Background: an optimization exercise with open tools, aiming at small area, a short achievable clock period and few clock cycles per item. Do not read the settings as production practice.
The RTL was checked by simulation tests, not by an equivalence proof against the original design.
Power is estimated from default activity; no workload was simulated.

File: flow/design.v
module nmea_decoder (
    input             clk,
    input             rst,
    input             cmd_valid,
    output            cmd_ready,
    input      [7:0]  cmd_op,
    input      [7:0]  cmd_arg,
    output reg        rsp_valid,
    output reg [7:0]  rsp_status,
    output reg [31:0] rsp_data,
    output            savail
);
    localparam MAXLINE = 120;
    localparam NW = 15;                  
    localparam OP_FEED   = 8'h01, OP_HAS    = 8'h02, OP_TAKE  = 8'h03, OP_LREAD = 8'h04;
    localparam OP_FRST   = 8'h30, OP_FNEXT  = 8'h31, OP_FEMPTY = 8'h32;
    localparam OP_TIMED  = 8'h33, OP_DATED  = 8'h34, OP_COORD = 8'h35, OP_RDREG = 8'h36;
    localparam ST_OK = 8'h00, ST_EMPTY = 8'h01, ST_NO_FIELD = 8'h02;
    localparam ST_BAD_FIELD = 8'h20, ST_BAD_HEMI = 8'h21, ST_OUT_OF_RANGE = 8'h22;
    localparam ST_BAD_OPERAND = 8'hFE, ST_ILLEGAL_OP = 8'hFF;
    localparam CH_LF = 8'h0A;
    reg [MAXLINE*8-1:0] buf0, buf1;
    reg        act;
    reg [6:0]  cur;
    reg        newf;
    reg [6:0]  fp;
    reg [7:0]  r_hour, r_min, r_sec, r_day, r_month, r_year;
    reg [9:0]  r_ms;
    reg [29:0] r_lat_raw, r_lon_raw;
    reg [31:0] r_lat_fix, r_lon_fix;
    reg [7:0]  r_lat_hemi, r_lon_hemi;
    reg [3:0]  r_valid;
    reg [6:0]  n;         
    reg        zset;      
    reg [6:0]  zpos;      
    reg        s_idle, s_fn, s_tk, s_hm, s_ev, s_lr, s_rw;
    reg [1:0]  top;       
    reg        kind;      
    reg [3:0]  wp;        
    reg [1:0]  stp;       
    reg [2:0]  lb;        
    reg [4:0]  rarg;      
    reg        bad;       
    reg        dseen;     
    reg [6:0]  dotpos;    
    reg [6:0]  tj;        
    reg        tcomma;    
    reg [7:0]  hemi;      
    reg [47:0] tb;        
    reg        rr;
    reg        pw_v, pw_buf, pw_lf;
    reg [6:0]  pw_idx;
    reg [7:0]  pw_arg;
    reg        rdy, sav;
    assign cmd_ready = rdy;
    assign savail    = sav;
    wire fp_ge_n = (fp >= n);
    reg [63:0] rword;
    integer w;
    reg [NW-1:0] rs0, rs1;
    reg [63:0] rraw;
    always @* begin
        rraw = 64'd0;
        for (w = 0; w < NW; w = w + 1) begin
            rraw = rraw | ({64{rs0[w]}} & buf0[w*64 +: 64])
                        | ({64{rs1[w]}} & buf1[w*64 +: 64]);
        end
    end
    wire [6:0] pw_nx = (pw_idx == MAXLINE - 1) ? pw_idx : pw_idx + 7'd1;
    wire       pw_sl = pw_v && pw_lf;
    integer mb;
    always @* begin
        for (mb = 0; mb < 8; mb = mb + 1) begin
            if (pw_sl && {wp, mb[2:0]} == pw_nx)
                rword[mb*8 +: 8] = 8'h00;
            else if (pw_sl && {wp, mb[2:0]} == pw_idx)
                rword[mb*8 +: 8] = CH_LF;
            else
                rword[mb*8 +: 8] = rraw[mb*8 +: 8];
        end
    end
    reg [7:0] c_stop, c_comma, c_dig, c_dot;
    integer m;
    always @* begin
        for (m = 0; m < 8; m = m + 1) begin
            c_comma[m] = (rword[m*8 +: 8] == 8'h2C);
            c_stop[m]  = (rword[m*8 +: 8] == 8'h00) || c_comma[m] || (rword[m*8 +: 8] == 8'h2A);
            c_dig[m]   = (rword[m*8+4 +: 4] == 4'h3) && (rword[m*8 +: 4] <= 4'h9);
            c_dot[m]   = (rword[m*8 +: 8] == 8'h2E);
        end
    end
    wire       first = s_idle;
    wire [2:0] off   = fp[2:0];
    reg  [7:0] msk;
    always @* begin
        for (m = 0; m < 8; m = m + 1)
            msk[m] = !first || (m >= off);
    end
    wire [7:0] st = c_stop & msk;
    wire       found = |st;
    reg  [2:0] fpos;
    reg  [7:0] intok;         
    reg        seen;
    always @* begin
        fpos = 3'd0;
        seen = 1'b0;
        for (m = 0; m < 8; m = m + 1) begin
            if (st[m] && !seen) fpos = m;
            if (st[m]) seen = 1'b1;
            intok[m] = msk[m] && !seen;
        end
    end
    wire       at_end   = (wp == NW - 1);
    wire       done_w   = found || at_end;           
    wire [6:0] j_here   = found ? {wp, fpos} : 7'd120;
    wire       comma_j  = found && c_comma[fpos];
    wire [7:0] jnx      = {1'b0, j_here} + 8'd1;
    wire [7:0] d_in    = intok & c_dot;
    wire [7:0] o_in    = intok & ~c_dig & ~c_dot;
    reg  [2:0] dfirst;
    reg        dmulti, dany;
    always @* begin
        dfirst = 3'd0;
        dany   = 1'b0;
        dmulti = 1'b0;
        for (m = 0; m < 8; m = m + 1) begin
            if (d_in[m] && dany) dmulti = 1'b1;
            if (d_in[m] && !dany) dfirst = m;
            if (d_in[m]) dany = 1'b1;
        end
    end
    wire is_dated_now = s_idle ? (cmd_op == OP_DATED) : (top == 2'd1);
    wire bad_w = (|o_in) || dmulti || (dany && (dseen_in || is_dated_now));
    wire dseen_in = s_idle ? 1'b0 : dseen;
    reg [7:0] hb;
    always @* begin
        hb = 8'd0;
        for (m = 0; m < 7; m = m + 1)
            if (fpos == m) hb = rword[(m+1)*8 +: 8];
    end
    reg [3:0] rnib [0:7];
    reg [7:0] rin;
    always @* begin
        for (m = 0; m < 8; m = m + 1) begin
            rnib[m] = rword[((m + off) % 8)*8 +: 4];
            rin[m]  = intok[(m + off) % 8];
        end
    end
    reg [47:0] tb_next;
    reg [1:0]  sx;
    integer k;
    always @* begin
        sx = s_idle ? 2'd0 : stp;
        for (k = 0; k < 12; k = k + 1) begin
            if ((({1'b0, off} + (k % 8)) >= 4'd8) ? (sx == (k / 8) + 1) : (sx == (k / 8)))
                tb_next[k*4 +: 4] = rin[k % 8] ? rnib[k % 8] : 4'd0;
            else if (s_idle)
                tb_next[k*4 +: 4] = 4'd0;
            else
                tb_next[k*4 +: 4] = tb[k*4 +: 4];
        end
    end
    wire [6:0] tend = dseen ? dotpos : tj;
    wire [6:0] ni   = tend - fp;
    wire       tempty = (tj == fp);
    reg  [3:0] R [0:5];
    reg  [3:0] F [0:5];
    integer a;
    always @* begin
        for (a = 0; a < 6; a = a + 1) begin
            R[a] = 4'd0;
            F[a] = 4'd0;
        end
        for (a = 0; a < 6; a = a + 1) begin
            case (ni[2:0])
            3'd1: begin if (a < 1) R[a] = tb[(0 - a)*4 +: 4]; if (a + 2 < 12) F[a] = tb[(a + 2)*4 +: 4]; end
            3'd2: begin if (a < 2) R[a] = tb[(1 - a)*4 +: 4]; if (a + 3 < 12) F[a] = tb[(a + 3)*4 +: 4]; end
            3'd3: begin if (a < 3) R[a] = tb[(2 - a)*4 +: 4]; if (a + 4 < 12) F[a] = tb[(a + 4)*4 +: 4]; end
            3'd4: begin if (a < 4) R[a] = tb[(3 - a)*4 +: 4]; if (a + 5 < 12) F[a] = tb[(a + 5)*4 +: 4]; end
            3'd5: begin if (a < 5) R[a] = tb[(4 - a)*4 +: 4]; if (a + 6 < 12) F[a] = tb[(a + 6)*4 +: 4]; end
            3'd6: begin if (a < 6) R[a] = tb[(5 - a)*4 +: 4]; if (a + 7 < 12) F[a] = tb[(a + 7)*4 +: 4]; end
            default: ;
            endcase
        end
    end
    wire [6:0] pr54 = R[5] * 7'd10 + R[4];
    wire [6:0] pr32 = R[3] * 7'd10 + R[2];
    wire [6:0] pr10 = R[1] * 7'd10 + R[0];
    wire [9:0] ms3  = F[0] * 10'd100 + F[1] * 10'd10 + F[2];
    wire [9:0] degv = R[4] * 10'd100 + R[3] * 10'd10 + R[2];
    wire [6:0] pf01 = F[0] * 7'd10 + F[1];
    wire [6:0] pf23 = F[2] * 7'd10 + F[3];
    wire [6:0] pf45 = F[4] * 7'd10 + F[5] + 7'd3;
    wire ni_bad6 = (ni == 7'd0) || (ni > 7'd6);
    wire ni_bad5 = (ni == 7'd0) || (ni > 7'd5);
    wire hemi_ok  = (hemi == 8'h4E) || (hemi == 8'h53) || (hemi == 8'h45) || (hemi == 8'h57);
    wire hemi_neg = (hemi == 8'h53) || (hemi == 8'h57);
    wire f6ge3   = (F[0] != 0) || (F[1] != 0) || (F[2] != 0) || (F[3] != 0) || (F[4] != 0) || (F[5] >= 4'd3);
    wire q_gt0   = (R[1] != 0) || (R[0] != 0) || f6ge3;
    wire q_gt1e7 = (R[1] > 4'd6) || (R[1] == 4'd6 && (R[0] != 0 || f6ge3));
    wire d_ge91  = (R[4] != 0) || (R[3] == 4'd9 && R[2] != 0);
    wire d_eq90  = (R[4] == 0) && (R[3] == 4'd9) && (R[2] == 0);
    wire d_eq89  = (R[4] == 0) && (R[3] == 4'd8) && (R[2] == 4'd9);
    wire d_ge181 = (R[4] > 4'd1) || (R[4] == 4'd1 && (R[3] == 4'd9 || (R[3] == 4'd8 && R[2] != 0)));
    wire d_eq180 = (R[4] == 4'd1) && (R[3] == 4'd8) && (R[2] == 0);
    wire d_eq179 = (R[4] == 4'd1) && (R[3] == 4'd7) && (R[2] == 4'd9);
    wire oor = kind ? (d_ge181 || (d_eq180 && q_gt0) || (d_eq179 && q_gt1e7))
                    : (d_ge91  || (d_eq90  && q_gt0) || (d_eq89  && q_gt1e7));
    reg        jb;            
    reg [1:0]  jc;            
    reg        jkind, jneg;
    reg [9:0]  jdeg;
    reg [6:0]  jmm, jp1, jp2, jp3;
    reg [2:0]  jr;            
    reg [7:0]  jsd;           
    wire       jlast = jb && (jc == 2'd3);
    wire [2:0]  jrs   = (jc == 2'd0) ? jmm % 7'd6 : jr;
    wire [6:0]  jpsel = (jc == 2'd0) ? jp1 : (jc == 2'd1) ? jp2 : jp3;
    wire [6:0]  jt    = {2'd0, jrs, 2'd0} + jpsel;
    wire [4:0]  jtq   = jt / 7'd6;
    wire [2:0]  jrn   = jt % 7'd6;
    wire [6:0]  jd    = {jrs, 4'd0} + jtq;
    wire [7:0]  jsdn  = jneg ? -{1'b0, jd} : {1'b0, jd};
    wire [29:0] jAb   = (jc == 2'd0) ? {20'd0, jdeg} : (jkind ? r_lon_raw : r_lat_raw);
    wire [6:0]  jAp   = (jc == 2'd0) ? jmm : (jc == 2'd1) ? jp1 : jp2;
    wire [29:0] jAn   = {jAb[23:0], 6'd0} + {jAb[24:0], 5'd0} + {jAb[27:0], 2'd0} + {23'd0, jAp};
    wire [31:0] jQb   = jkind ? r_lon_fix : r_lat_fix;
    wire [31:0] jQn   = {jQb[25:0], 6'd0} + {jQb[26:0], 5'd0} + {jQb[29:0], 2'd0} + {{24{jsd[7]}}, jsd};
    wire [13:0] jq0   = {jdeg, 3'd0} + {jdeg, 1'd0} + jmm / 7'd6;
    wire [31:0] jq0s  = jneg ? -{18'd0, jq0} : {18'd0, jq0};
    wire [31:0] jQw   = (jc == 2'd0) ? jq0s : jQn;
    reg        tdj;           
    wire conflict_c = (jb && (jkind ? (cmd_arg == 8'h0C || cmd_arg == 8'h0D)
                                    : (cmd_arg == 8'h08 || cmd_arg == 8'h09)))
                   || (tdj && cmd_arg < 8'd7);
    wire conflict_w = (jb && (jkind ? (rarg == 5'h0C || rarg == 5'h0D)
                                    : (rarg == 5'h08 || rarg == 5'h09)))
                   || tdj;
    wire [4:0] rsel = s_rw ? rarg : cmd_arg[4:0];
    wire       rhi  = s_rw ? 1'b0 : (cmd_arg[7:5] != 3'd0);
    reg        rd_ok;
    reg [31:0] rd_val;
    always @* begin
        rd_ok  = !rhi;
        rd_val = 32'd0;
        case (rsel)
            5'h00: rd_val = {24'd0, r_hour};
            5'h01: rd_val = {24'd0, r_min};
            5'h02: rd_val = {24'd0, r_sec};
            5'h03: rd_val = {22'd0, r_ms};
            5'h04: rd_val = {24'd0, r_day};
            5'h05: rd_val = {24'd0, r_month};
            5'h06: rd_val = {24'd0, r_year};
            5'h08: rd_val = {2'd0, r_lat_raw};
            5'h09: rd_val = r_lat_fix;
            5'h0A: rd_val = {24'd0, r_lat_hemi};
            5'h0C: rd_val = {2'd0, r_lon_raw};
            5'h0D: rd_val = r_lon_fix;
            5'h0E: rd_val = {24'd0, r_lon_hemi};
            5'h0F: rd_val = {28'd0, r_valid};
            5'h10: rd_val = {25'd0, cur};
            5'h11: rd_val = {31'd0, act};
            5'h12: rd_val = {31'd0, newf};
            5'h13: rd_val = {25'd0, fp};
            default: rd_ok = 1'b0;
        endcase
        if (!rd_ok) rd_val = 32'd0;
    end
    wire       take   = s_idle && cmd_valid;
    wire       o_feed = (cmd_op == OP_FEED);
    wire       o_has  = (cmd_op == OP_HAS);
    wire       o_take = (cmd_op == OP_TAKE);
    wire       o_lrd  = (cmd_op == OP_LREAD);
    wire       o_frst = (cmd_op == OP_FRST);
    wire       o_fnx  = (cmd_op == OP_FNEXT);
    wire       o_femp = (cmd_op == OP_FEMPTY);
    wire       o_tim  = (cmd_op == OP_TIMED);
    wire       o_dat  = (cmd_op == OP_DATED);
    wire       o_crd  = (cmd_op == OP_COORD);
    wire       o_rdr  = (cmd_op == OP_RDREG);
    wire       o_tok  = o_tim || o_dat || o_crd;
    wire       o_ill  = !(o_feed || o_has || o_take || o_lrd || o_frst || o_fnx || o_femp || o_tok || o_rdr);
    wire       is_lf  = (cmd_arg == CH_LF);
    wire       lrd_ok = (cmd_arg < MAXLINE);
    wire       crd_bad = (cmd_arg > 8'd1);
    wire [6:0] cur_next = (cur == MAXLINE - 1) ? cur : cur + 7'd1;
    reg        cv, cc;
    reg  [6:0] cj;
    wire [7:0] cjn     = {1'b0, cj} + 8'd1;
    wire       fn_now  = fp_ge_n || cv || done_w;        
    wire       fn_ok   = !fp_ge_n && (cv ? cc : comma_j);  
    wire [7:0] fn_j1   = cv ? cjn : jnx;                 
    wire       tk_hm   = comma_j && fpos == 3'd7 && !at_end;
    wire go_fn = o_fnx && !fn_now;
    wire go_tk = o_crd ? (!crd_bad && !fp_ge_n) : (o_tok && !fp_ge_n && !done_w);
    wire       bad_f    = (s_idle ? 1'b0 : bad) || bad_w;
    wire       dseen_f  = dseen_in || dany;
    wire [6:0] dotpos_f = dseen_in ? dotpos : {wp, dfirst};
    wire [6:0] ni_f     = (dseen_f ? dotpos_f : j_here) - fp;
    wire       empty_f  = (j_here == fp);
    wire       td_badf  = bad_f || (ni_f == 7'd0) || (ni_f > 7'd6);
    wire       td_okf   = !empty_f && !td_badf;
    wire [7:0] st_td    = empty_f ? ST_EMPTY : td_badf ? ST_BAD_FIELD : ST_OK;
    wire       td_now   = take && o_tok && !o_crd && !fp_ge_n && done_w;
    wire go_lr = o_lrd && lrd_ok;
    wire go_rw = o_rdr && conflict_c;
    wire stay  = go_fn || go_tk || go_lr || go_rw;
    reg [7:0]  st_i;
    reg [31:0] dt_i;
    always @* begin
        st_i = ST_OK;
        if (o_ill) st_i = ST_ILLEGAL_OP;
        else if (o_lrd && !lrd_ok) st_i = ST_BAD_OPERAND;
        else if (o_rdr && !rd_ok) st_i = ST_BAD_OPERAND;
        else if (o_fnx && !fn_ok) st_i = ST_NO_FIELD;
        else if (o_crd && crd_bad) st_i = ST_BAD_OPERAND;
        else if (o_tok && fp_ge_n) st_i = ST_EMPTY;
        else if (o_tok && !o_crd) st_i = st_td;
        dt_i = ({32{o_rdr}} & rd_val)
             | {31'd0, (o_has && newf) || (o_take && !act) || (o_femp && (fp_ge_n || c_stop[off]))}
             | ({32{o_fnx && fn_ok}} & {24'd0, fn_j1});
    end
    wire ev_bad_t = bad || ni_bad6;
    wire ev_bad_c = bad || ni_bad5 || !dseen;
    wire ev_hemi  = !tcomma || !hemi_ok;
    wire ev_wait  = (top == 2'd2) && !tempty && !ev_bad_c && !ev_hemi && !oor && jb && !jlast;
    wire ev_go    = (top == 2'd2) && !tempty && !ev_bad_c && !ev_hemi && !oor && !(jb && !jlast);
    reg  [7:0] st_e;
    always @* begin
        if (tempty) st_e = ST_EMPTY;
        else if (top != 2'd2) st_e = ev_bad_t ? ST_BAD_FIELD : ST_OK;
        else if (ev_bad_c) st_e = ST_BAD_FIELD;
        else if (ev_hemi) st_e = ST_BAD_HEMI;
        else if (oor) st_e = ST_OUT_OF_RANGE;
        else st_e = ST_OK;
    end
    wire fn_end = s_fn && done_w;
    wire tk_end = s_tk && done_w;
    wire td_end = tk_end && (top != 2'd2);
    wire cd_end = tk_end && (top == 2'd2);
    wire rw_end = s_rw && !conflict_w;
    always @(posedge clk) begin
        rsp_valid <= !rst && !rr && ((take && !stay) || fn_end || td_end || s_lr || rw_end || (s_ev && !ev_wait));
        rsp_status <= s_idle ? st_i
                    : s_fn   ? (comma_j ? ST_OK : ST_NO_FIELD)
                    : s_ev   ? st_e
                    : s_tk   ? st_td
                    : ST_OK;
        rsp_data   <= s_idle ? dt_i
                    : s_fn   ? (comma_j ? {24'd0, jnx} : 32'd0)
                    : s_lr   ? {24'd0, rword[lb*8 +: 8]}
                    : s_rw   ? rd_val
                    : 32'd0;
    end
    always @(posedge clk) begin
        if (rst) begin
            s_idle <= 1'b0;
            s_fn   <= 1'b0;
            s_tk   <= 1'b0;
            s_hm   <= 1'b0;
            s_ev   <= 1'b0;
            s_lr   <= 1'b0;
            s_rw   <= 1'b0;
            jb     <= 1'b0;
            tdj    <= 1'b0;
            rdy    <= 1'b0;
        end else if (rr) begin
            s_idle <= 1'b1;
            rdy    <= 1'b1;
        end else begin
            rdy    <= (rdy && !(cmd_valid && stay)) || fn_end || td_end || s_lr || rw_end || (s_ev && !ev_wait);
            s_idle <= (s_idle && !(cmd_valid && stay)) || fn_end || td_end || s_lr || rw_end || (s_ev && !ev_wait);
            s_fn   <= (take && go_fn) || (s_fn && !done_w);
            s_tk   <= (take && go_tk && !done_w) || (s_tk && !done_w);
            s_hm   <= (take && go_tk && done_w && o_crd && tk_hm) || (cd_end && tk_hm);
            s_ev   <= (take && go_tk && done_w && o_crd && !tk_hm) || (cd_end && !tk_hm)
                   || s_hm || (s_ev && ev_wait);
            s_lr   <= take && go_lr;
            s_rw   <= (take && go_rw) || (s_rw && conflict_w);
            jb     <= (jb && !jlast) || (s_ev && ev_go);
            tdj    <= (td_now || td_end) && td_okf;
        end
    end
    function [NW-1:0] dec_w;
        input [3:0] x;
        integer q;
        begin
            for (q = 0; q < NW; q = q + 1) dec_w[q] = (x == q);
        end
    endfunction
    wire [NW-1:0] oh    = rs0 | rs1;
    wire [NW-1:0] oh_up = {oh[NW-2:0], 1'b0};
    wire [NW-1:0] oh_j  = (fpos == 3'd7) ? oh_up : oh;     
    reg  [NW-1:0] oh_n;
    always @* begin
        if (take && go_lr)                          oh_n = dec_w(cmd_arg[6:3]);
        else if (take && (o_take || o_frst))        oh_n = {{(NW-1){1'b0}}, 1'b1};
        else if (take && o_fnx && fn_ok)            oh_n = cv ? dec_w(cjn[6:3]) : oh_j;
        else if (take && (go_fn || (go_tk && (!done_w || (o_crd && tk_hm))))) oh_n = oh_up;
        else if (s_fn || s_tk) begin
            if (!done_w)                            oh_n = oh_up;
            else if (s_fn && comma_j)               oh_n = oh_j;
            else if (s_tk && top == 2'd2 && tk_hm)  oh_n = oh_up;
            else                                    oh_n = dec_w(fp[6:3]);
        end
        else if (s_hm || s_lr)                      oh_n = dec_w(fp[6:3]);
        else                                        oh_n = oh;
    end
    wire act_n = act ^ (take && o_feed && is_lf);
    always @(posedge clk) begin
        if (rr) begin
            rs0 <= {NW{1'b0}};
            rs1 <= {{(NW-1){1'b0}}, 1'b1};
        end else begin
            rs0 <= act_n ? oh_n : {NW{1'b0}};
            rs1 <= act_n ? {NW{1'b0}} : oh_n;
        end
    end
    always @(posedge clk) begin
        if (rr) begin
            top    <= 2'd0;
            kind   <= 1'b0;
            wp     <= 4'd0;
            stp    <= 2'd0;
            lb     <= 3'd0;
            rarg   <= 5'd0;
            bad    <= 1'b0;
            dseen  <= 1'b0;
            dotpos <= 7'd0;
            tj     <= 7'd0;
            tcomma <= 1'b0;
            hemi   <= 8'd0;
            tb     <= 48'd0;
            jc     <= 2'd0;
            jkind  <= 1'b0;
            jneg   <= 1'b0;
            jdeg   <= 10'd0;
            jmm    <= 7'd0;
            jp1    <= 7'd0;
            jp2    <= 7'd0;
            jp3    <= 7'd0;
            jr     <= 3'd0;
            jsd    <= 8'd0;
            cv     <= 1'b0;
            cc     <= 1'b0;
            cj     <= 7'd0;
        end else begin
            if (s_idle) begin
                top    <= o_tim ? 2'd0 : o_dat ? 2'd1 : 2'd2;
                kind   <= cmd_arg[0];
                rarg   <= cmd_arg[4:0];
                lb     <= cmd_arg[2:0];
                bad    <= bad_w;
                dseen  <= dany;
                dotpos <= {wp, dfirst};
                tj     <= j_here;
                tcomma <= comma_j;
                hemi   <= hb;
                tb     <= tb_next;
                stp    <= 2'd1;
            end
            if (s_tk) begin
                tb  <= tb_next;
                stp <= (stp == 2'd3) ? stp : stp + 2'd1;
                if (bad_w) bad <= 1'b1;
                if (!dseen && dany) begin
                    dseen  <= 1'b1;
                    dotpos <= {wp, dfirst};
                end
                if (done_w) begin
                    tj     <= j_here;
                    tcomma <= comma_j;
                    hemi   <= hb;
                end
            end
            if (s_hm) hemi <= rword[7:0];
            if ((take && go_tk && done_w) || td_now || tk_end) begin
                cv <= 1'b1;
                cj <= j_here;
                cc <= comma_j;
            end else if ((take && ((o_feed && is_lf) || o_take || o_frst || (o_fnx && fn_ok))) || (fn_end && comma_j)) begin
                cv <= 1'b0;
            end
            if (take && go_lr)                          wp <= cmd_arg[6:3];
            else if (take && (o_take || o_frst))        wp <= 4'd0;
            else if (take && o_fnx && fn_ok)            wp <= fn_j1[6:3];
            else if (take && (go_fn || (go_tk && (!done_w || (o_crd && tk_hm))))) wp <= wp + 4'd1;
            else if (s_fn || s_tk) begin
                if (!done_w)                            wp <= wp + 4'd1;
                else if (s_fn && comma_j)               wp <= jnx[6:3];
                else if (s_tk && top == 2'd2 && tk_hm)  wp <= wp + 4'd1;
                else                                    wp <= fp[6:3];
            end
            else if (s_hm || s_lr)                      wp <= fp[6:3];
            if (s_ev && ev_go) begin
                jc    <= 2'd0;
                jkind <= kind;
                jneg  <= hemi_neg;
                jdeg  <= degv;
                jmm   <= pr10;
                jp1   <= pf01;
                jp2   <= pf23;
                jp3   <= pf45;
            end else if (jb) begin
                jc  <= jc + 2'd1;
                jr  <= jrn;
                jsd <= jsdn;
            end
        end
    end
    always @(posedge clk) begin
        if (rr) begin
            act        <= 1'b0;
            cur        <= 7'd0;
            newf       <= 1'b0;
            sav        <= 1'b0;
            fp         <= 7'd0;
            n          <= 7'd0;
            zset       <= 1'b0;
            zpos       <= 7'd0;
            r_hour     <= 8'd0;
            r_min      <= 8'd0;
            r_sec      <= 8'd0;
            r_ms       <= 10'd0;
            r_day      <= 8'd0;
            r_month    <= 8'd0;
            r_year     <= 8'd0;
            r_lat_raw  <= 30'd0;
            r_lat_fix  <= 32'd0;
            r_lat_hemi <= 8'd0;
            r_lon_raw  <= 30'd0;
            r_lon_fix  <= 32'd0;
            r_lon_hemi <= 8'd0;
            r_valid    <= 4'd0;
        end else begin
            if (take && o_feed) begin
                if (is_lf) begin
                    act  <= ~act;
                    cur  <= 7'd0;
                    n    <= zset ? zpos : cur_next;
                    zset <= 1'b0;
                end else begin
                    cur <= cur_next;
                    if (cmd_arg == 8'h00 && !zset) begin
                        zset <= 1'b1;
                        zpos <= cur;
                    end
                end
            end
            newf <= (newf && !(take && o_take)) || (take && o_feed && is_lf);
            sav  <= (sav && !(take && o_take)) || (take && o_feed && is_lf);
            if (take && (o_take || o_frst))      fp <= 7'd0;
            else if (take && o_fnx && fn_ok)     fp <= fn_j1[6:0];
            else if (fn_end && comma_j)          fp <= jnx[6:0];
            if (td_okf && ((td_now && o_tim) || (td_end && top == 2'd0))) r_valid[0] <= 1'b1;
            if (td_okf && ((td_now && o_dat) || (td_end && top == 2'd1))) r_valid[1] <= 1'b1;
            if (tdj) begin
                if (top == 2'd0) begin
                    r_hour     <= {1'b0, pr54};
                    r_min      <= {1'b0, pr32};
                    r_sec      <= {1'b0, pr10};
                    r_ms       <= ms3;
                end else begin
                    r_day      <= {1'b0, pr54};
                    r_month    <= {1'b0, pr32};
                    r_year     <= {1'b0, pr10};
                end
            end
            if (s_ev && ev_go) begin
                if (kind) begin
                    r_lon_hemi <= hemi;
                    r_valid[3] <= 1'b1;
                end else begin
                    r_lat_hemi <= hemi;
                    r_valid[2] <= 1'b1;
                end
            end
            if (jb && !jkind) begin
                if (jc != 2'd3) r_lat_raw <= jAn;
                r_lat_fix <= jQw;
            end
            if (jb && jkind) begin
                if (jc != 2'd3) r_lon_raw <= jAn;
                r_lon_fix <= jQw;
            end
        end
    end
    genvar gi;
    generate
        for (gi = 0; gi < MAXLINE; gi = gi + 1) begin : g_byte
            wire hit = (pw_idx == gi) && !(gi == MAXLINE - 1 && pw_lf);
            wire hz  = pw_lf && (pw_nx == gi);
            wire l0  = !rr && pw_v && !pw_buf && hit;
            wire h0  = !rr && !(pw_v && !pw_buf && (hit || hz));
            wire l1  = !rr && pw_v && pw_buf && hit;
            wire h1  = !rr && !(pw_v && pw_buf && (hit || hz));
            always @(posedge clk) begin
                buf0[gi*8 +: 8] <= ({8{l0}} & pw_arg) | ({8{h0}} & buf0[gi*8 +: 8]);
                buf1[gi*8 +: 8] <= ({8{l1}} & pw_arg) | ({8{h1}} & buf1[gi*8 +: 8]);
            end
        end
    endgenerate
    always @(posedge clk) begin
        rr     <= rst;
        pw_v   <= !rst && take && o_feed;
        pw_buf <= act;
        pw_lf  <= is_lf;
        pw_idx <= cur;
        pw_arg <= cmd_arg;
    end
endmodule
File: flow/flow/run.sh
#!/bin/bash
# Standard layout, with timing repair asked to leave margin against the
# (unchanged) clock period so that the achieved period shrinks.
set -euo pipefail
export SETUP_SLACK_MARGIN=25
bash standard.sh > standard.log 2>&1
File: flow/standard.sh
#!/bin/bash
# synth_recipe.tcl (not shown) runs the flow's synth.tcl, then flattens the netlist and writes it again
# the make line also repeats each setting of config.mk as NAME=value (left out here)
make -C /OpenROAD-flow-scripts/flow DESIGN_CONFIG=/design/flow/config.mk WORK_HOME=/design/flow/orfs CLKGATE_MAP_FILE= SYNTH_SCRIPT=/design/flow/synth_recipe.tcl "${@:-finish}"
File: flow/config.mk
export PLATFORM = sky130hd
export DESIGN_NAME = nmea_decoder
export DESIGN_NICKNAME = nmea_decoder
export VERILOG_FILES = /design/flow/design.v
export SDC_FILE = /design/flow/constraint.sdc
export NUM_CORES = 4
export LEC_CHECK = 0
export CAP_MARGIN = 20
export CORE_MARGIN = 2
export CORE_UTILIZATION = 60
export CTS_CLUSTER_SIZE = 25
export SLEW_MARGIN = 20
File: flow/constraint.sdc
create_clock -name core_clock -period 32.0 [get_ports {clk}]
set_input_delay 6.4000 -clock core_clock [delete_from_list [all_inputs] [get_ports {clk}]]
set_output_delay 6.4000 -clock core_clock [all_outputs]
set_load 0.01 [all_outputs]
==> impl_metrics.json, run 1 <==
{
  "core_um2": 181000,
  "synth_seq_cells": 2392,
  "whs_ns": 0.453,
  "rows": 156,
  "worstPathMaxFanout": 6,
  "vias": 107000,
  "path_delay_family": "simple AND/OR/NAND/NOR gates",
  "start_util_pct": 60.4,
  "grt.total_usage_pct": 49.3,
  "cts_sinks": 2392,
  "clk_pin_slew_ns": 0.06,
  "fp.dieArea_um2": 186000,
  "cts-root-buf": "clkbuf_16",
  "wl_um": 482000,
  "dieWidth_um": 431,
  "fillers": 13900,
  "r2r-start": "rs0[12]",
  "min_period_ns": 8.07,
  "post-route-drc-count": 0,
  "path_buf_inv": 1,
  "insertion_delay_ns": 0.96,
  "finish.utilization_pct": 68.6,
  "syn_to_final_growth_pct": 13.6,
  "cts_tree": "yes",
  "cts.path.max_buffers": 3,
  "grt_overflow": 0,
  "setup_viol": 0,
  "crit_cells": 11,
  "ios": 62,
  "p_leak_uw": 0.0468,
  "setup.worst_path.start": "cmd_arg[7]",
  "rrSetupSlack_ns": 24.30,
  "fin_crit_sh_pct": 25.2,
  "synth_edf_count": 0,
  "crit_end": "rs1[1]",
  "endpoint_kind": "flop",
  "r2r_cells": 28,
  "yosysTopAreaCell": "dfxtp_1",
  "crit_chain": "buf_2 -> or3_4 -> or4_4 -> nor2_4 -> nand3_2 -> a211oi_4 -> o21ai_4 -> nand3_4 -> a211oi_2 -> or3_1 -> and2_1",
  "ys_seq_area_share_pct": 43.8,
  "yosys_warnings": 4,
  "port_buffers": 61,
  "finalClockSkew_ns": 0.0744,
  "rsz0062_at_grt": "yes",
  "die_y_um": 431,
  "synth_area_um2": 109000,
  "avgRoutedWirePerCell_um": 34.9,
  "startpoint_type": "primary input",
  "syn_area_per_cell_um2": 9.61,
  "viasPerCell": 7.72,
  "finalMaxSlewViolations": 0,
  "cp_slowest_cell": "or4_4",
  "maxSlewHeadroom_pct": 5.28,
  "grt_max_degree": 171,
  "cp_data_required_time_ns": 32.79,
  "synth_area_leaders": "dfxtp_1 (44%), a22o_1 (16%), a22oi_1 (6.8%), a21oi_1 (3.2%), nor2_1 (3.1%)",
  "r2r_end": "r_valid[0]",
  "first_global_vias": 99900,
  "async_flop_share_pct": 0,
  "gp_congestion": 1.05,
  "worst_hold_path_type": "reg2reg",
  "hold_violations": 0,
  "worstPathArrival_ns": 8.85,
  "drtIter0Drc": 17600,
  "antenna_left": 0,
  "max_stage_delay_ns": 0.46,
  "cts_max_level": 4,
  "synth_top_area_share_pct": 43.8,
  "worstSetupPathType": "in2reg",
  "final_cell_mix": "dfxtp_1 (2,303), a22o_1 (1,975), a22oi_1 (941)",
  "drt_first_pass_iters": 13,
  "fin_tns_setup_ns": 0,
  "synth_cells": 11400,
  "power_density_nw_per_um2": 50.1,
  "fmax_mhz": 124,
  "cts_hold_buf": 0,
  "synthFlopType": "dfxtp_1",
  "synth_nets": 11700,
  "final_common_cell": "dfxtp_1",
  "grt_first_pass_wirelength_um": 686000,
  "hpwl_um": 314000,
  "tightestPinTransition_ns": 1.42,
  "antenna_found_initial": 14,
  "finalNetCount": 11600,
  "drv_cap": 0,
  "synth_cell_types": 126,
  "status": "finished clean",
  "seq_area_um2": 48100,
  "drive_gt1_share_pct": 12.8,
  "irDropWorstVdd_uv": 65.2,
  "numCtsBuffers": 235,
  "multi_input_area_um2": 59100
}
registers in the layout, summed over array words and instances (netlist names), 8 cells and up:
register    cells
r_ms           10
buf1          960
r_lon_raw      30
jsd             8
r_lat_hemi      8
rs0            15
hemi            8
r_lon_hemi      8
r_lon_fix      32
r_lat_fix      32
r_lat_raw      30
jdeg           10
tb             48
rs1            15
buf0          960
pw_arg          8
rsp_data       32
worst register-to-register path, delay by kind of cell (launching register included):
family,cells,cell delay [ns]
xor gates and xnor gates,2,0.29
DFF,1,0.57
AOI/OAI and AO/OA,12,2.75
buffers and inverters,2,0.46
and+or+nand+nor,10,2.96
adders and majority gates,2,0.57
per-stage QoR:
step | worst slack (ns) | power (µW) | instances | area (µm²)
after floorplan | 23.20 | 3150 | 11400 | 110000
after global placement | 21.46 | 3220 | 13100 | 111000
after detailed placement | 21.41 | 3220 | 13100 | 111000
after CTS | 23.98 | 6170 | 13700 | 122000
after global routing | 23.89 | 6310 | 13800 | 124000
final | 23.93 | 6220 | 13800 | 124000
final cells by class:
class / count / share of cell area, %
clock buffer: 331 / 5.52
inverter: 175 / 0.545
clock inverter: 108 / 1.28
tap: 2370 / 2.39
multi-input combinational: 7959 / 47.6
antenna: 20 / 0.0403
timing repair buffer: 458 / 3.84
timing repair inverter: 1 / 0.00605
sequential: 2392 / 38.8
logic make-up after synthesis:
logic type	count (synthesis)	share of synthesized area [%]
fa+ha+maj	350	4.72
buf+inv	1028	4.05
mux	305	3.11
simple gates	2470	10.6
compound gates	4646	32.2
xor+xnor	185	1.52
flops	2392	43.8
worst min-delay path by stage:
stage	startpoint	endpoint	slack, ns	cells after the start
after floorplan	cur[2]	pw_idx[2]	0.33	0
after global placement	jr[1]	jr[1]	0.44	2
after detailed placement	jr[1]	jr[1]	0.45	2
after CTS	jr[1]	jr[1]	0.45	2
after global routing	r_sec[4]	r_sec[4]	0.48	2
final	jr[1]	jr[1]	0.45	2
cells in the mapped netlist, types with 33 or more instances:
| cell type | count |
|---|---|
| dfxtp_1 | 2392 |
| a22o_1 | 1976 |
| a22oi_1 | 985 |
| nor2_1 | 906 |
| a21oi_1 | 701 |
| nand2_1 | 607 |
| clkbuf_1 | 557 |
| ha_1 | 242 |
| nand4_1 | 222 |
| o21ai_0 | 219 |
| nand3_1 | 212 |
| mux2i_1 | 206 |
| inv_1 | 170 |
| o22ai_1 | 164 |
| buf_2 | 154 |
| xnor2_1 | 121 |
| fa_1 | 105 |
| a211oi_1 | 101 |
| nor3_1 | 85 |
| buf_1 | 81 |
| a31oi_1 | 77 |
| mux2_2 | 76 |
| a221oi_1 | 69 |
| and2_1 | 61 |
| xor2_1 | 60 |
| a21o_1 | 56 |
| and3_1 | 51 |
| nor2b_1 | 51 |
| nand2b_1 | 50 |
| or2_2 | 41 |
| buf_6 | 39 |
| nor4_1 | 38 |
| o211ai_1 | 33 |
timing repair:
item                       CTS  global route
setup endpoints to repair  257           230
gates cloned                11             2
resized for setup          635           235
pin swaps                   95           110
setup buffers              117            82
where the power goes:
| group | leakage, µW | internal [µW] | switching (µW) |
|---|---|---|---|
| clock network | 0.00414 | 1740 | 1290 |
| logic | 0.0233 | 33.5 | 156 |
| registers | 0.0193 | 2980 | 18.2 |
layer usage:
layer	up-vias	track usage (%)	share of wire [%]
li1	43500	-	-
met1	51400	63.9	37
met2	9355	68.3	40
met3	2363	19.2	16
met4	20	31.0	8.0
met5	-	0	0.062
Testbench counts, summed over its fixed seeds: cycles 30,572, ops 28,081.
==> run 2, diff against run 1 <==
==> flow/flow/run.sh (replaced) <==
#!/bin/bash
# Standard layout, with timing repair asked to leave margin against the
# (unchanged) clock period so that the achieved period shrinks.
set -euo pipefail
export SETUP_SLACK_MARGIN=24.5
bash standard.sh > standard.log 2>&1
--- a/flow/config.mk
+++ b/flow/config.mk
@@ -8,5 +8,6 @@
 export CAP_MARGIN = 20
 export CORE_MARGIN = 2
 export CORE_UTILIZATION = 60
-export CTS_CLUSTER_SIZE = 25
+export CTS_CLUSTER_DIAMETER = 120
+export CTS_CLUSTER_SIZE = 20
 export SLEW_MARGIN = 20
==> impl_metrics.json, run 2 <==
{
  "synth_most_common_cell": "dfxtp_1",
  "antenna_found_initial": 21,
  "cts-root-buf": "clkbuf_16",
  "grt_max_degree": 183,
  "highest_layer": "met5",
  "instances_no_fill": 13500,
  "syn_to_final_growth_pct": 8.51,
  "power_density_nw_per_um2": 42.6,
  "maxSlewHeadroom_pct": 3.39,
  "finalClockSkew_ns": 0.0702,
  "grt_first_pass_wirelength_um": 671000,
  "worstPathArrival_ns": 8.79,
  "finalNetCount": 11500,
  "met2WireLength_um": 188000,
  "worst_hold_path_type": "reg2reg",
  "grt.total_usage_pct": 48.2,
  "core_um2": 181000,
  "cts.path.max_buffers": 3,
  "synthFlopType": "dfxtp_1",
  "viasPerCell": 7.79,
  "dieWidth_um": 431,
  "vias": 105000,
  "synth_area_um2": 109000,
  "insertion_delay_ns": 0.90,
  "synth_cell_types": 126,
  "antenna_left": 0,
  "synth_edf_count": 0,
  "synth_top_area_share_pct": 43.8,
  "drtIter0Drc": 17500,
  "fmax_mhz": 124,
  "first_global_vias": 97300,
  "syn_area_per_cell_um2": 9.61,
  "startpoint_type": "primary input",
  "drt-met1-wl_um": 174000,
  "preCtsSetupSlack_ns": 21.32,
  "setup_viol": 0,
  "status": "finished clean",
  "synth_cells": 11400,
  "setup.worst_path.start": "cmd_arg[4]",
  "post-route-drc-count": 0,
  "yosysTopAreaCell": "dfxtp_1",
  "grt_overflow": 0,
  "avgRoutedWirePerCell_um": 34.9,
  "final_common_cell": "dfxtp_1",
  "cts_sinks": 2392,
  "r2r-start": "rs0[9]",
  "wl_met3_um": 74300,
  "hpwl_um": 311000,
  "worstSetupPathType": "in2reg",
  "ios": 62,
  "fp.dieArea_um2": 186000,
  "synth_area_leaders": "dfxtp_1 (44%), a22o_1 (16%), a22oi_1 (6.8%), a21oi_1 (3.2%), nor2_1 (3.1%)",
  "cts_hold_buf": 0,
  "drive_gt1_share_pct": 10.1,
  "setup_slack_ns": 23.96,
  "clk_pin_slew_ns": 0.09,
  "fin_tns_setup_ns": 0,
  "gp_congestion": 1.04,
  "worstPathMaxFanout": 6,
  "hp-start": "jr[2]",
  "start_util_pct": 60.4,
  "cts_tree": "yes",
  "cp_data_required_time_ns": 32.76,
  "async_flop_share_pct": 0,
  "endpoint_kind": "flop",
  "yosys-top-cells-count": "dfxtp_1 (2,392), a22o_1 (1,976), a22oi_1 (985)",
  "fillers": 14700,
  "die_y_um": 431,
  "hold_violations": 0,
  "irDropWorstVdd_uv": 52.0,
  "drv_cap": 0,
  "drt_first_pass_iters": 9,
  "cts_max_level": 4,
  "tightestPinTransition_ns": 1.45,
  "p_leak_uw": 0.0443,
  "port_buffers": 61,
  "ys_seq_area_share_pct": 43.8,
  "yosys_warnings": 4,
  "fin_crit_sh_pct": 25.1,
  "rsz0062_at_grt": "yes",
  "synth_seq_cells": 2392,
  "min_period_ns": 8.04,
  "numCtsBuffers": 137,
  "placed_cells": 13100,
  "top_regs": "buf0: 960 flops, buf1: 960 flops, tb: 48 flops",
  "wl_um": 471000,
  "rows": 156,
  "final_cell_mix": "dfxtp_1 (2,308), a22o_1 (1,975), a22oi_1 (966)",
  "synth_nets": 11700,
  "finalMaxSlewViolations": 0
}
-- run 2: cell type report --
type                            count  area [µm²]  share of cell area, %
Sequential cell                  2392       48100                   40.6
Tap cell                         2370        2970                   2.50
Clock inverter                     12         278                  0.234
Inverter                          175         668                  0.563
Timing Repair Buffer              420        4220                   3.56
Antenna cell                       14        35.0                 0.0295
Clock buffer                      152        3590                   3.03
Multi-Input combinational cell   7958       58700                   49.5
-- run 2: power breakdown --
part | internal [µW] | switching, µW | total [µW]
registers | 2970 | 13.5 | 2990
clock network | 811 | 1060 | 1880
logic | 33.0 | 159 | 192
total | 3820 | 1240 | 5050
-- run 2: worst paths after layout --
check | slack, ns | endpoint | cells past startpoint
max | 23.96 | rs1[1] | 12
min | 0.46 | jr[2] | 2
max reg2reg | 24.19 | r_valid[0] | 31
min reg2reg | 0.46 | jr[2] | 2
-- run 2: logic make-up (layout without fill, tap and decap cells) --
logic type	after synthesis	in the layout	synth area share, %
other	0	14	0
AO/OA/AOI/OAI	4646	4647	32.2
flip-flops	2392	2392	43.8
XOR/XNOR	185	185	1.52
adder cells (fa/ha/maj)	350	350	4.72
AND/OR/NAND/NOR	2470	2471	10.6
buffers and inverters	1028	759	4.05
multiplexers	305	305	3.11
-- run 2: layer usage --
metal	global-route usage [%]	up-vias
met3	17.9	2117
met2	66.7	9009
met4	28.9	23
li1	-	43000
met5	0.546	-
met1	63.5	51000
-- run 2: worst max-delay path: stages --
cell and delay [ns]:
buf_8 0.10, buf_12 0.12, or2_4 0.25, or4_4 0.51, nor2_4 0.14, nand3_2 0.12, a211oi_4 0.29, o21ai_4 0.12
nand3_4 0.17, a211oi_2 0.05, or3_1 0.36, and2_1 0.16
-- run 2: timing repair --
item                                    4_1_cts  5_1_grt
cloned                                        7        2
endpoints found under the setup margin      219      196
buffers inserted                             89       67
gates resized for setup                     521      189
pin swaps                                    78       67
-- run 2: through the flow --
stage                     instance area (µm²)  hold WS, ns  total power [µW]  utilization, %
after floorplan                        110000        0.329              3150               -
after global placement                 111000        0.440              3220            61.5
after detailed placement               111000        0.446              3220            61.5
after CTS                              117000        0.457              5010            64.7
after global routing                   119000        0.483              5130            65.5
final                                  119000        0.456              5050            65.5
==> run 3, diff against run 2 <==
--- a/flow/design.v
+++ b/flow/design.v
@@ -34,6 +34,9 @@
     reg        zset;      
     reg [6:0]  zpos;      
     reg        s_idle, s_fn, s_tk, s_hm, s_ev, s_lr, s_rw;
+    reg        s_la, s_fx;    
+    reg [3:0]  la;            
+    reg        lok;           
     reg [1:0]  top;       
     reg        kind;      
     reg [3:0]  wp;        
@@ -302,7 +305,8 @@
     wire       td_okf   = !empty_f && !td_badf;
     wire [7:0] st_td    = empty_f ? ST_EMPTY : td_badf ? ST_BAD_FIELD : ST_OK;
     wire       td_now   = take && o_tok && !o_crd && !fp_ge_n && done_w;
-    wire go_lr = o_lrd && lrd_ok;
+    wire go_lr = o_lrd;
+    wire go_fx = o_crd && crd_bad;
     wire go_rw = o_rdr && conflict_c;
     wire stay  = go_fn || go_tk || go_lr || go_rw;
     reg [7:0]  st_i;
@@ -310,7 +314,6 @@
     always @* begin
         st_i = ST_OK;
         if (o_ill) st_i = ST_ILLEGAL_OP;
-        else if (o_lrd && !lrd_ok) st_i = ST_BAD_OPERAND;
         else if (o_rdr && !rd_ok) st_i = ST_BAD_OPERAND;
         else if (o_fnx && !fn_ok) st_i = ST_NO_FIELD;
         else if (o_crd && crd_bad) st_i = ST_BAD_OPERAND;
@@ -340,15 +343,17 @@
     wire cd_end = tk_end && (top == 2'd2);
     wire rw_end = s_rw && !conflict_w;
     always @(posedge clk) begin
-        rsp_valid <= !rst && !rr && ((take && !stay) || fn_end || td_end || s_lr || rw_end || (s_ev && !ev_wait));
+        rsp_valid <= !rst && !rr && ((take && !stay) || fn_end || td_end || s_lr || (s_la && !lok) || rw_end || (s_ev && !ev_wait));
         rsp_status <= s_idle ? st_i
                     : s_fn   ? (comma_j ? ST_OK : ST_NO_FIELD)
                     : s_ev   ? st_e
+                    : s_la   ? ST_BAD_OPERAND
                     : s_tk   ? st_td
                     : ST_OK;
         rsp_data   <= s_idle ? dt_i
                     : s_fn   ? (comma_j ? {24'd0, jnx} : 32'd0)
                     : s_lr   ? {24'd0, rword[lb*8 +: 8]}
+                    : s_la   ? 32'd0
                     : s_rw   ? rd_val
                     : 32'd0;
     end
@@ -360,6 +365,8 @@
             s_hm   <= 1'b0;
             s_ev   <= 1'b0;
             s_lr   <= 1'b0;
+            s_la   <= 1'b0;
+            s_fx   <= 1'b0;
             s_rw   <= 1'b0;
             jb     <= 1'b0;
             tdj    <= 1'b0;
@@ -368,14 +375,16 @@
             s_idle <= 1'b1;
             rdy    <= 1'b1;
         end else begin
-            rdy    <= (rdy && !(cmd_valid && stay)) || fn_end || td_end || s_lr || rw_end || (s_ev && !ev_wait);
-            s_idle <= (s_idle && !(cmd_valid && stay)) || fn_end || td_end || s_lr || rw_end || (s_ev && !ev_wait);
+            rdy    <= (rdy && !(cmd_valid && (stay || go_fx))) || fn_end || td_end || s_lr || (s_la && !lok) || s_fx || rw_end || (s_ev && !ev_wait);
+            s_idle <= (s_idle && !(cmd_valid && (stay || go_fx))) || fn_end || td_end || s_lr || (s_la && !lok) || s_fx || rw_end || (s_ev && !ev_wait);
             s_fn   <= (take && go_fn) || (s_fn && !done_w);
             s_tk   <= (take && go_tk && !done_w) || (s_tk && !done_w);
             s_hm   <= (take && go_tk && done_w && o_crd && tk_hm) || (cd_end && tk_hm);
             s_ev   <= (take && go_tk && done_w && o_crd && !tk_hm) || (cd_end && !tk_hm)
                    || s_hm || (s_ev && ev_wait);
-            s_lr   <= take && go_lr;
+            s_la   <= take && go_lr;
+            s_lr   <= s_la && lok;
+            s_fx   <= take && go_fx;
             s_rw   <= (take && go_rw) || (s_rw && conflict_w);
             jb     <= (jb && !jlast) || (s_ev && ev_go);
             tdj    <= (td_now || td_end) && td_okf;
@@ -391,29 +400,47 @@
     wire [NW-1:0] oh    = rs0 | rs1;
     wire [NW-1:0] oh_up = {oh[NW-2:0], 1'b0};
     wire [NW-1:0] oh_j  = (fpos == 3'd7) ? oh_up : oh;     
-    reg  [NW-1:0] oh_n;
-    always @* begin
-        if (take && go_lr)                          oh_n = dec_w(cmd_arg[6:3]);
-        else if (take && (o_take || o_frst))        oh_n = {{(NW-1){1'b0}}, 1'b1};
-        else if (take && o_fnx && fn_ok)            oh_n = cv ? dec_w(cjn[6:3]) : oh_j;
-        else if (take && (go_fn || (go_tk && (!done_w || (o_crd && tk_hm))))) oh_n = oh_up;
-        else if (s_fn || s_tk) begin
-            if (!done_w)                            oh_n = oh_up;
-            else if (s_fn && comma_j)               oh_n = oh_j;
-            else if (s_tk && top == 2'd2 && tk_hm)  oh_n = oh_up;
-            else                                    oh_n = dec_w(fp[6:3]);
-        end
-        else if (s_hm || s_lr)                      oh_n = dec_w(fp[6:3]);
-        else                                        oh_n = oh;
-    end
-    wire act_n = act ^ (take && o_feed && is_lf);
+    wire          up_fn = !fn_now;
+    wire          up_td = !fp_ge_n && !done_w;
+    wire          up_cd = !fp_ge_n && (!done_w || tk_hm);
+    wire [NW-1:0] oh_fn = fn_ok ? (cv ? dec_w(cjn[6:3]) : oh_j) : (up_fn ? oh_up : oh);
+    wire [NW-1:0] oh_td = up_td ? oh_up : oh;
+    wire [NW-1:0] oh_cd = up_cd ? oh_up : oh;
+    wire [NW-1:0] oh_cmd = (o_take || o_frst)  ? {{(NW-1){1'b0}}, 1'b1}
+                         : o_fnx               ? oh_fn
+                         : (o_tim || o_dat)    ? oh_td
+                         : o_crd               ? oh_cd
+                         : oh;
+    wire [NW-1:0] oh_st  = (s_fn || s_tk) ? (!done_w ? oh_up
+                                            : (s_fn && comma_j) ? oh_j
+                                            : (s_tk && top == 2'd2 && tk_hm) ? oh_up
+                                            : dec_w(fp[6:3]))
+                         : (s_hm || s_lr || s_fx) ? dec_w(fp[6:3])
+                         : (s_la && lok) ? dec_w(la)
+                         : oh;
+    wire [NW-1:0] oh_n   = take ? oh_cmd : oh_st;
+    wire          flip   = take && o_feed && is_lf;       
+    wire [3:0]    wp_up  = wp + 4'd1;
+    wire [3:0]    wp_fn  = fn_ok ? fn_j1[6:3] : (up_fn ? wp_up : wp);
+    wire [3:0]    wp_cmd = (o_take || o_frst)  ? 4'd0
+                         : o_fnx               ? wp_fn
+                         : (o_tim || o_dat)    ? (up_td ? wp_up : wp)
+                         : o_crd               ? (up_cd ? wp_up : wp)
+                         : wp;
+    wire [3:0]    wp_st  = (s_fn || s_tk) ? (!done_w ? wp_up
+                                            : (s_fn && comma_j) ? jnx[6:3]
+                                            : (s_tk && top == 2'd2 && tk_hm) ? wp_up
+                                            : fp[6:3])
+                         : (s_hm || s_lr || s_fx) ? fp[6:3]
+                         : (s_la && lok) ? la
+                         : wp;
     always @(posedge clk) begin
         if (rr) begin
             rs0 <= {NW{1'b0}};
             rs1 <= {{(NW-1){1'b0}}, 1'b1};
         end else begin
-            rs0 <= act_n ? oh_n : {NW{1'b0}};
-            rs1 <= act_n ? {NW{1'b0}} : oh_n;
+            rs0 <= flip ? rs1 : (act ? oh_n : {NW{1'b0}});
+            rs1 <= flip ? rs0 : (act ? {NW{1'b0}} : oh_n);
         end
     end
     always @(posedge clk) begin
@@ -423,6 +450,8 @@
             wp     <= 4'd0;
             stp    <= 2'd0;
             lb     <= 3'd0;
+            la     <= 4'd0;
+            lok    <= 1'b0;
             rarg   <= 5'd0;
             bad    <= 1'b0;
             dseen  <= 1'b0;
@@ -450,6 +479,8 @@
                 kind   <= cmd_arg[0];
                 rarg   <= cmd_arg[4:0];
                 lb     <= cmd_arg[2:0];
+                la     <= cmd_arg[6:3];
+                lok    <= lrd_ok;
                 bad    <= bad_w;
                 dseen  <= dany;
                 dotpos <= {wp, dfirst};
@@ -481,17 +512,7 @@
             end else if ((take && ((o_feed && is_lf) || o_take || o_frst || (o_fnx && fn_ok))) || (fn_end && comma_j)) begin
                 cv <= 1'b0;
             end
-            if (take && go_lr)                          wp <= cmd_arg[6:3];
-            else if (take && (o_take || o_frst))        wp <= 4'd0;
-            else if (take && o_fnx && fn_ok)            wp <= fn_j1[6:3];
-            else if (take && (go_fn || (go_tk && (!done_w || (o_crd && tk_hm))))) wp <= wp + 4'd1;
-            else if (s_fn || s_tk) begin
-                if (!done_w)                            wp <= wp + 4'd1;
-                else if (s_fn && comma_j)               wp <= jnx[6:3];
-                else if (s_tk && top == 2'd2 && tk_hm)  wp <= wp + 4'd1;
-                else                                    wp <= fp[6:3];
-            end
-            else if (s_hm || s_lr)                      wp <= fp[6:3];
+            wp <= take ? wp_cmd : wp_st;
             if (s_ev && ev_go) begin
                 jc    <= 2'd0;
                 jkind <= kind;
==> flow/flow/run.sh (replaced) <==
#!/bin/bash
# Standard layout, with timing repair asked to leave margin against the
# (unchanged) clock period so that the achieved period shrinks.
set -euo pipefail
export SETUP_SLACK_MARGIN=24.3
bash standard.sh > standard.log 2>&1
==> impl_metrics.json, run 3 <==
{
  "ios": 62,
  "vias": 107000,
  "worstSetupPathType": "in2reg",
  "cts_sinks": 2397,
  "so_faults": "slew limit",
  "top_regs": "buf0: 960 flops, buf1: 960 flops, tb: 48 flops",
  "synth_edf_count": 0,
  "antenna_left": 0,
  "hpwl_um": 314000,
  "worstPathMaxFanout": 8,
  "syn_to_final_growth_pct": 8.83,
  "rrSetupSlack_ns": 24.30,
  "port_buffers": 61,
  "synth_cell_types": 119,
  "finalMaxSlewViolations": 19,
  "ys_seq_area_share_pct": 43.6,
  "fin_tns_setup_ns": 0,
  "seq_area_um2": 48200,
  "fmax_mhz": 127,
  "synth_nets": 11900,
  "insertion_delay_ns": 0.88,
  "finalNetCount": 11600,
  "cts_max_level": 4,
  "yosysTopAreaCell": "dfxtp_1",
  "cts-root-buf": "clkbuf_16",
  "whs_ns": 0.456,
  "maxSlewHeadroom_pct": -1.03,
  "fin_crit_sh_pct": 24.7,
  "avgRoutedWirePerCell_um": 35.2,
  "yosys-top-cells-count": "dfxtp_1 (2,397), a22o_1 (1,973), a22oi_1 (1,013)",
  "yosys_warnings": 4,
  "startpoint_type": "primary input",
  "die_y_um": 432,
  "dpl_cell_area_um2": 113000,
  "drtIter0Drc": 18800,
  "wl_um": 481000,
  "finalClockSkew_ns": 0.0455,
  "synth_top_area_share_pct": 43.6,
  "grt_first_pass_wirelength_um": 684000,
  "power_density_nw_per_um2": 42.0,
  "start_util_pct": 60.3,
  "cts_hold_buf": 0,
  "status": "complete, but fails checks",
  "viasPerCell": 7.84,
  "finish.utilization_pct": 65.6,
  "rows": 157,
  "async_flop_share_pct": 0,
  "cp_data_required_time_ns": 32.73,
  "endpoint_kind": "flop",
  "worstPathArrival_ns": 8.63,
  "tightestPinTransition_ns": 1.52,
  "post-route-drc-count": 0,
  "hold_violations": 0,
  "drt_first_pass_iters": 10,
  "holdPathStages": 2,
  "antenna_found_initial": 23,
  "final_common_cell": "dfxtp_1",
  "rsz0062_at_grt": "yes",
  "setup_viol": 0,
  "synthFlopType": "dfxtp_1",
  "r2r_cells": 26,
  "min_period_ns": 7.90,
  "synth_area_um2": 110000,
  "p_leak_uw": 0.0446,
  "fp.dieArea_um2": 187000,
  "synth_seq_cells": 2397,
  "final_cell_mix": "dfxtp_1 (2,306), a22o_1 (1,973), a22oi_1 (987)",
  "worst_hold_path_type": "reg2reg",
  "drive_gt1_share_pct": 9.87,
  "synth_most_common_cell": "dfxtp_1",
  "cts.path.max_buffers": 3,
  "drv_cap": 0,
  "grt_max_degree": 205,
  "design_area_um2": 120000,
  "first_global_vias": 99400,
  "cts_tree": "yes",
  "multi_input_area_um2": 60000,
  "grt_overflow": 0,
  "synth_cells": 11600,
  "synth_area_leaders": "dfxtp_1 (44%), a22o_1 (16%), a22oi_1 (6.9%), a21oi_1 (3.3%), nor2_1 (2.8%)",
  "syn_area_per_cell_um2": 9.53,
  "dieWidth_um": 432,
  "clk_pin_slew_ns": 0.09,
  "gp_congestion": 1.03,
  "core_um2": 183000,
  "grt.total_usage_pct": 48.8,
  "irDropWorstVdd_uv": 50.5,
  "fillers": 14800,
  "numCtsBuffers": 138
}
-- run 3: cell types whose count changed in the layout (fill, tap and decap cells not counted), sizes merged, moves of 20 or more --
cell	previous run	this run
nand3	214	267
a21oi	702	729
o211ai	35	72
a22oi	985	1013
nor3	87	118
nor2	910	822
o21ai	245	269
or3	33	53
nand2	608	653
a31oi	79	57
-- run 3: logic make-up after synthesis --
| family | after synthesis | share of synthesized area (%) |
|---|---|---|
| adders and majority gates | 352 | 4.71 |
| muxes | 308 | 3.11 |
| xor gates and xnor gates | 191 | 1.54 |
| and+or+nand+nor | 2517 | 10.8 |
| DFF | 2397 | 43.6 |
| AOI/OAI and AO/OA | 4751 | 32.6 |
| buffers and inverters | 1040 | 3.71 |
-- run 3: metal layers --
layer	track usage (%)	wire length, µm
met1	63.4	175000
met2	68.6	192000
met3	17.4	74100
met4	30.6	38600
met5	1.30	730
-- run 3: where the power goes --
group          internal [µW]  switching [µW]
sequential              2980            17.0
clock                    800            1040
combinational           33.7             164
total                   3810            1220
-- run 3: layout make-up --
| cell class | instances | area share [%] |
|---|---|---|
| Timing Repair Buffer | 436 | 3.62 |
| Clock inverter | 11 | 0.129 |
| Tap cell | 2385 | 2.49 |
| Multi-Input combinational cell | 8123 | 50.0 |
| Clock buffer | 148 | 2.95 |
| Sequential cell | 2397 | 40.2 |
| Inverter | 167 | 0.525 |
| Antenna cell | 16 | 0.0334 |
-- run 3: per-stage QoR --
| stage | worst slack (ns) | power [µW] | std cells |
|---|---|---|---|
| after floorplan | 23.37 | 3160 | 11600 |
| after global placement | 22.19 | 3240 | 13300 |
| after detailed placement | 22.20 | 3240 | 13300 |
| after CTS | 24.15 | 4990 | 13600 |
| after global routing | 24.08 | 5110 | 13700 |
| final | 24.10 | 5040 | 13700 |
-- run 3: worst paths after layout --
path | startpoint | end
setup reg to reg | rs1[0] | tdj
setup / recovery | cmd_op[1] | rs1[2]
hold reg to reg | r_lat_hemi[6] | r_lat_hemi[6]
hold / removal | r_lat_hemi[6] | r_lat_hemi[6]
-- run 3: repair_timing --
item / in CTS / in global routing
setup endpoints to repair: 179 / 130
pin swaps: 56 / 93
gates resized for setup: 496 / 251
setup buffers: 80 / 88
cloned: 5 / 3
-- run 3: critical path, cell delays in order --
cell	delay, ns
buf_12	0.11
nand2_4	0.06
nor2_4	0.04
a21oi_4	0.13
nor3_4	0.08
or4b_4	0.50
or2_4	0.31
or4_1	0.39
and3_1	0.16
a32oi_2	0.31
o21ai_1	0.12
Testbench counts of run 3, summed over its fixed seeds: cycles 30,572, ops 28,081.
==> run 4, diff against run 3 <==
--- a/flow/config.mk
+++ b/flow/config.mk
@@ -10,4 +10,4 @@
 export CORE_UTILIZATION = 60
 export CTS_CLUSTER_DIAMETER = 120
 export CTS_CLUSTER_SIZE = 20
-export SLEW_MARGIN = 20
+export SLEW_MARGIN = 30
==> impl_metrics.json, run 4 <==
{
  "finalNetCount": 11700,
  "drt_first_pass_iters": 10,
  "startpoint_type": "primary input",
  "intPower_uw": 3830,
  "r2r_cells": 26,
  "post-route-drc-count": 0,
  "holdPathStages": 2,
  "die_y_um": 432,
  "grt_first_pass_wirelength_um": 685000,
  "numCtsBuffers": 138,
  "syn_to_final_growth_pct": 9.50,
  "start_util_pct": 60.3,
  "p_comb_share_pct": 4.0,
  "p_leak_uw": 0.0449,
  "cts.path.max_buffers": 3,
  "synthFlopType": "dfxtp_1",
  "vias": 107000,
  "min_period_ns": 7.93,
  "final_common_cell": "dfxtp_1",
  "fp.dieArea_um2": 187000,
  "avgRoutedWirePerCell_um": 35.2,
  "cp_slowest_cell": "or4b_4",
  "core_um2": 183000,
  "tightestPinTransition_ns": 1.43,
  "drv_cap": 0,
  "drtIter0Drc": 18300,
  "crit_chain": "buf_12 -> nand2_4 -> nor2_2 -> a21oi_2 -> nor3_4 -> or4b_4 -> or2_4 -> or4_1 -> and3_4 -> a32oi_4 -> o21ai_1",
  "hpwl_um": 314000,
  "worst_hold_path_type": "reg2reg",
  "cts-root-buf": "clkbuf_16",
  "fin_crit_sh_pct": 24.8,
  "cts_max_level": 4,
  "instances_no_fill": 13700,
  "yosys_warnings": 4,
  "cts_tree": "yes",
  "cts_sinks": 2397,
  "fmax_mhz": 126,
  "grt_overflow": 0,
  "max_stage_delay_ns": 0.54,
  "cp_data_required_time_ns": 32.72,
  "yosysTopAreaCell": "dfxtp_1",
  "worstPathArrival_ns": 8.64,
  "synth_edf_count": 0,
  "p_switching_uw": 1250,
  "antenna_left": 0,
  "dieWidth_um": 432,
  "switching_share_pct": 24.6,
  "finalMaxSlewViolations": 0,
  "maxSlewHeadroom_pct": 4.52,
  "rows": 157,
  "insertion_delay_ns": 0.89,
  "async_flop_share_pct": 0,
  "grt_max_degree": 205,
  "hold_violations": 0,
  "yosys-top-cells-count": "dfxtp_1 (2,397), a22o_1 (1,973), a22oi_1 (1,013)",
  "worstSetupPathType": "in2reg",
  "clk_pin_slew_ns": 0.09,
  "wl_um": 483000,
  "syn_area_per_cell_um2": 9.53,
  "top_regs": "buf0: 960 flops, buf1: 960 flops, tb: 48 flops",
  "synth_nets": 11900,
  "endpoint_kind": "flop",
  "rsz0062_at_grt": "yes",
  "drive_gt1_share_pct": 10.5,
  "ys_seq_area_share_pct": 43.6,
  "p_clk_share_pct": 37.0,
  "setup_viol": 0,
  "port_buffers": 61,
  "power_density_nw_per_um2": 42.1,
  "irDropWorstVdd_uv": 52.5,
  "synth_cells": 11600,
  "first_global_vias": 99800,
  "cts_hold_buf": 0,
  "synth_most_common_cell": "dfxtp_1",
  "fin_tns_setup_ns": 0,
  "worstPathMaxFanout": 7,
  "finalClockSkew_ns": 0.0737,
  "fillers": 14700,
  "grt.total_usage_pct": 48.9,
  "synth_top_area_share_pct": 43.6,
  "synth_cell_types": 119,
  "antenna_found_initial": 25,
  "ios": 62,
  "synth_seq_cells": 2397,
  "viasPerCell": 7.83,
  "placed_cells": 13300,
  "synth_area_um2": 110000,
  "gp_congestion": 1.03,
  "final_cell_mix": "dfxtp_1 (2,309), a22o_1 (1,973), a22oi_1 (991)",
  "status": "finished clean",
  "p_seq_share_pct": 59.0,
  "synth_area_leaders": "dfxtp_1 (44%), a22o_1 (16%), a22oi_1 (6.9%), a21oi_1 (3.3%), nor2_1 (2.8%)"
}
[run 4: cell counts after synthesis]
No cell type changed its count.
[run 4: worst paths after layout]
path	to	slack (ns)	from
setup / recovery	rs1[2]	24.07	cmd_op[1]
hold / removal	r_lat_hemi[6]	0.45	r_lat_hemi[6]
setup reg to reg	tdj	24.30	rs0[7]
hold reg to reg	r_lat_hemi[6]	0.45	r_lat_hemi[6]
[run 4: critical path: cells and delay by family]
kind	cells	cell delay, ns
compound gates	3	0.52
buf+inv	1	0.11
simple gates	7	1.61
[run 4: repair_timing]
action | 4_1_cts | 5_1_grt
cloned | 7 | 2
setup buffers | 97 | 100
resized for setup | 496 | 241
pin swaps | 65 | 86
setup endpoints to repair | 182 | 137
[run 4: per-stage QoR]
stage | hold slack, ns | instance area, µm² | setup WS [ns] | util (%) | total power [µW]
global route | 0.476 | 121000 | 24.01 | 66.0 | 5150
finish | 0.454 | 121000 | 24.07 | 66.0 | 5080
detailed placement | 0.440 | 113000 | 22.18 | 61.8 | 3240
CTS | 0.453 | 119000 | 24.13 | 64.9 | 5030
floorplan | 0.329 | 111000 | 23.37 | - | 3160
global placement | 0.441 | 113000 | 22.19 | 61.6 | 3240
[run 4: cells by family after synthesis]
kind of cell | share of synthesized area (%)
flops | 43.6
compound gates | 32.6
simple gates | 10.8
xor+xnor | 1.54
mux | 3.11
fa+ha+maj | 4.71
buf+inv | 3.71
[run 4: area by class of cell]
type                            count  area, µm²  share of cell area (%)
Sequential cell                  2397      48200                    40.0
Multi-Input combinational cell   8123      60100                    49.8
Antenna cell                       15       37.5                  0.0311
Inverter                          167        629                   0.522
Timing Repair Buffer              469       4770                    3.96
Clock inverter                     16        328                   0.272
Clock buffer                      148       3530                    2.93
Tap cell                         2385       2980                    2.47
[run 4: power groups by stage]
| stage | logic, µW | clock network [µW] | registers [µW] |
|---|---|---|---|
| after floorplan | 107 | 0 | 3060 |
| after global placement | 170 | 0 | 3070 |
| after detailed placement | 173 | 0 | 3070 |
| after CTS | 184 | 1850 | 3000 |
| after global routing | 204 | 1950 | 3000 |
| final | 204 | 1880 | 3000 |
[run 4: metal layers]
layer / vias up / share of wire [%] / track usage [%]
met5: - / 0.11 / 0
met4: 33 / 8.3 / 31.6
met3: 2350 / 15 / 17.5
met2: 9286 / 40 / 68.7
met1: 51900 / 36 / 63.1
li1: 43900 / - / -

-- static timing again, ports no longer ideal --
Ports are ideal in the flow. The routed layouts listed here were re-timed in OpenROAD.
Step 1 sets driving cells, clkbuf_16 on the clock port and buf_2 on the other inputs (assumed; they add their load-dependent delay and slew).
Step 2 times the ports against the registers' clock, not the clock port: input delays grow and output delays shrink by t, the midpoint of the rising clock arrivals with the driver on.
a / b / c = no drivers / after step 1 / after step 2; a / b = the first two.
run	t (ns)	setup slack, ns	worst hold slack (ns)	worst setup path at the end	pins driven straight from the clock port
run 1	1.016	23.933 / 23.957 / 22.941	0.453 / 0.453 / 0.453	input to register	1
run 2	0.955	23.963 / 23.998 / 23.043	0.456 / 0.456 / 0.456	input to register	1
run 3	0.942	24.103 / 24.103 / 23.196	0.456 / 0.456 / 0.456	input to register	1
run 4	0.945	24.074 / 24.107 / 23.162	0.454 / 0.454 / 0.454	input to register	1
For run 1, which loses most, drivers alone change the setup slack by +0.024 ns; drivers and shift together by -0.992 ns.
